From an optimization exercise on the open Yosys and OpenROAD flow, aimed at small area, a short achievable clock period and few clock cycles; shortcuts taken in it are not production practice. In this exercise RTL edits were held to simulation tests only and were not proved equivalent to the original. Power is estimated from default activity; no workload was simulated.

Design qgk, start of the top module:
module qgk (
    input  wire        clk,
    input  wire        rst,
    input  wire        reg_wr,
    input  wire [6:0]  reg_addr,
    input  wire [31:0] reg_wdata,
    output reg  [31:0] reg_rdata,
    output wire        busy,
    output reg         mem_req,
    output reg         mem_we,
    output reg  [31:0] mem_addr,
    output reg  [3:0]  mem_be,
    output reg  [31:0] mem_wdata,
    input  wire        mem_ready,
    input  wire [31:0] mem_rdata
);
Size in the first run: about 1300 flip-flops.
clock: 16.0 ns
lec_check: 0
cap_margin: 30
core_margin: 2
core_utilization: 52
cts_cluster_diameter: 100
cts_cluster_size: 20
slew_margin: 30
standard.sh (not shown) runs the stock make flow with config.mk's settings and CLKGATE_MAP_FILE= SYNTH_SCRIPT=/design/flow/synth_recipe.tcl, a recipe that flattens the netlist after the stock synthesis.
==> flow/flow/run.sh <==
#!/bin/bash
# The standard ORFS layout (standard synthesis, floorplan, placement, CTS,
# routing), with two changes: the port buffers are buf_4 cells rather than the
# default delay buffers, and ORFS's timing repair is asked to keep a setup
# margin of MARGIN ns at the design's clock period. The make output goes to
# standard_flow.log; ORFS keeps each step's log under orfs/logs/.
set -euo pipefail
MARGIN=7.6
bash standard.sh SETUP_SLACK_MARGIN=$MARGIN "BUFFER_PORTS_ARGS=-buffer_cell sky130_fd_sc_hd__buf_4" finish > standard_flow.log 2>&1
The starting point completed without violations.
Testbench counts at the start, summed over its fixed seeds: cycles 61,292.
Then changed:
--- a/flow/flow/run.sh
+++ b/flow/flow/run.sh
@@ -6,4 +6,4 @@
 # standard_flow.log; ORFS keeps each step's log under orfs/logs/.
 set -euo pipefail
-MARGIN=7.6
+MARGIN=7.7
 bash standard.sh SETUP_SLACK_MARGIN=$MARGIN "BUFFER_PORTS_ARGS=-buffer_cell sky130_fd_sc_hd__buf_4" finish > standard_flow.log 2>&1
- CORE_UTILIZATION: 52 -> 50
Effect: Setup slack improves by 29 ps; fmax grows by 0.34%; power drops by 0.77%; cell area hardly moves; hold slack is worse by 33 ps; count of clock-buffer cells in the layout increases by 4; first-iteration DRC count fell by about 2.5%; clock skew is about the same; global-route usage decreases by 1.5 points; die area is higher by 4.0%; area after synthesis is unchanged.
Then changed:
--- a/flow/flow/run.sh
+++ b/flow/flow/run.sh
@@ -6,4 +6,4 @@
 # standard_flow.log; ORFS keeps each step's log under orfs/logs/.
 set -euo pipefail
-MARGIN=7.7
+MARGIN=7.6
 bash standard.sh SETUP_SLACK_MARGIN=$MARGIN "BUFFER_PORTS_ARGS=-buffer_cell sky130_fd_sc_hd__buf_4" finish > standard_flow.log 2>&1
- CORE_UTILIZATION: 50 -> 48
Outcome: Sequential power stays flat. Die area rose by 4.1%. Total power is about the same. Clock skew rose by 29 ps. Sequential share of layout area stays flat. Wire length fell by 2.7%. Clock-buffer cell count fell by 3. Via count fell by 0.67%. Final area hardly moves. Synthesized cell count does not change. Cell count rose by 1.4%.
Then changed:
- CORE_UTILIZATION: 48 -> 50
Sequential share of layout area rose by 0.29 points.
Register-to-register slack is worse by 60 ps.
Clock skew came out lower by 32 ps.
Routed wire length rose by 2.6%.
First-iteration DRC count stays flat.
Design area drops by 0.74%.
Non-clock buffer count came out lower by 33.

job 6345:
qgk, a different RTL version from the one above (not shown whole).
Size in the first run: roughly 0.091 mm2 of cells after synthesis.
export LEC_CHECK = 0
export CAP_MARGIN = 20
export CORE_MARGIN = 2
export CORE_UTILIZATION = 55
export CTS_CLUSTER_DIAMETER = 100
export CTS_CLUSTER_SIZE = 20
export SLEW_MARGIN = 20
create_clock -name core_clock -period 16.0 [get_ports {clk}]
==> flow/flow/run.sh <==
#!/bin/bash
# The standard ORFS layout (standard synthesis, floorplan, placement, CTS,
# routing), with two changes: the port buffers are buf_4 cells rather than the
# default delay buffers, and ORFS's timing repair is asked to keep a setup
# margin of MARGIN ns at the design's clock period. The make output goes to
# standard_flow.log; ORFS keeps each step's log under orfs/logs/.
set -euo pipefail
MARGIN=7.6
bash standard.sh SETUP_SLACK_MARGIN=$MARGIN "BUFFER_PORTS_ARGS=-buffer_cell sky130_fd_sc_hd__buf_4" finish > standard_flow.log 2>&1
Job 6345 ran to completion and came out clean on the timing, DRC and antenna checks.
Testbench counts of job 6345, summed over its fixed seeds: cycles 62,166.
Relative to job 6345, the following input files were edited for job 5200:
==> flow/flow/run.sh <==
#!/bin/bash
# The standard ORFS layout (standard synthesis, floorplan, placement, CTS,
# routing), with ORFS's timing repair asked to keep a setup margin of
# MARGIN ns at the design's clock period. The make output goes to
# standard_flow.log; ORFS keeps each step's log under orfs/logs/.
set -euo pipefail
MARGIN=7.6
bash standard.sh SETUP_SLACK_MARGIN=$MARGIN finish > standard_flow.log 2>&1
==> comparison <==
Cmp job 5200 vs job 6345: internal power consumption lower in job 5200. Comparing job 5200 with job 6345, the via count of the first global-routing pass came out essentially unchanged. Between job 6345 and job 5200, the flow reports maximum number of pins on one net before global-route repair increasing by more than a quarter. Leakage dissipation | job 5200 above job 6345. Sequential share of layout area ended up 0.46 points lower on job 5200 than on job 6345. Job 5200 vs job 6345 — non-filler instance count after layout climbed slightly. The setup slack of job 5200 is smaller than that of job 6345. Job 5200 has buffering stage count on the worst path with inverters included above what job 6345 had. In job 5200, the highest attainable clock frequency came out about 1.6% below the value in job 6345. Summary: post-place setup slack, job 5200 worse than job 6345. Between job 6345 and job 5200, the flow reports number of clock buffers in the layout decreasing by a few percent.
Input changes introduced in job 8282 (baseline for comparison: job 5200):
# job 5200
export LEC_CHECK = 0
export CAP_MARGIN = 20
export CORE_MARGIN = 2
export CORE_UTILIZATION = 55
export CTS_CLUSTER_DIAMETER = 100
export CTS_CLUSTER_SIZE = 20
export SLEW_MARGIN = 20
create_clock -name core_clock -period 16.0 [get_ports {clk}]
# job 8282
export LEC_CHECK = 0
export CAP_MARGIN = 20
export CORE_MARGIN = 2
export CORE_UTILIZATION = 62
export CTS_CLUSTER_DIAMETER = 100
export CTS_CLUSTER_SIZE = 20
export SLEW_MARGIN = 20
create_clock -name core_clock -period 16.0 [get_ports {clk}]
==> flow/flow/run.sh <==
#!/bin/bash
# The standard ORFS layout (standard synthesis, floorplan, placement, CTS,
# routing), with two changes: the port buffers are buf_4 cells rather than the
# default delay buffers, and ORFS's timing repair is asked to keep a setup
# margin of MARGIN ns at the design's clock period. The make output goes to
# standard_flow.log; ORFS keeps each step's log under orfs/logs/.
set -euo pipefail
MARGIN=7.6
bash standard.sh SETUP_SLACK_MARGIN=$MARGIN "BUFFER_PORTS_ARGS=-buffer_cell sky130_fd_sc_hd__buf_4" finish > standard_flow.log 2>&1
### Flow results
- Taking job 5200 as the reference, in job 8282 combinational power share +0.2 points, total power +0.088 mW, relative contribution of the clock network to total power ~0 delta.
- Result: PASS for each of job 8282 and job 5200
- Area added between synthesis and finish for job 8282: 1.7 points down relative to job 5200

## port drivers added, routing unchanged
Ports are ideal in the flow. The routed layouts listed here were re-timed in OpenROAD.
Step 1, drivers: a clkbuf_16 drives clk and a buf_2 each remaining input, both assumed.
Step 2 times the ports against the registers' clock, not the clock port: input delays grow and output delays shrink by t, the midpoint of the rising clock arrivals with the driver on.
Three values: no drivers, after step 1, after step 2; two values: the first two.
run | shift t [ns] | setup slack, ns | latest minus earliest clock arrival (ns) | worst slew at a driven data input, ns
the first run of note 1 | 0.861 | 7.495 / 7.297 / 7.297 | 0.048 / 0.049 | 0.28
the second run of note 1 | 0.825 | 7.524 / 7.284 / 7.284 | 0.049 / 0.049 | 0.25
the third run of note 1 | 0.852 | 7.430 / 7.166 / 7.166 | 0.079 / 0.079 | 0.28
the fourth run of note 1 | 0.824 | 7.522 / 7.315 / 7.315 | 0.045 / 0.045 | 0.25
job 6345 | 0.819 | 7.379 / 7.254 / 6.908 | 0.083 / 0.083 | 0.26
job 5200 | 0.832 | 7.237 / 7.177 / 6.932 | 0.080 / 0.080 | 0.22
job 8282 | 0.825 | 7.303 / 7.134 / 6.941 | 0.071 / 0.071 | 0.27
After both steps setup and hold are still met in every run listed. For job 6345, which loses most, drivers alone change the setup slack by -0.125 ns; drivers and shift together by -0.471 ns.
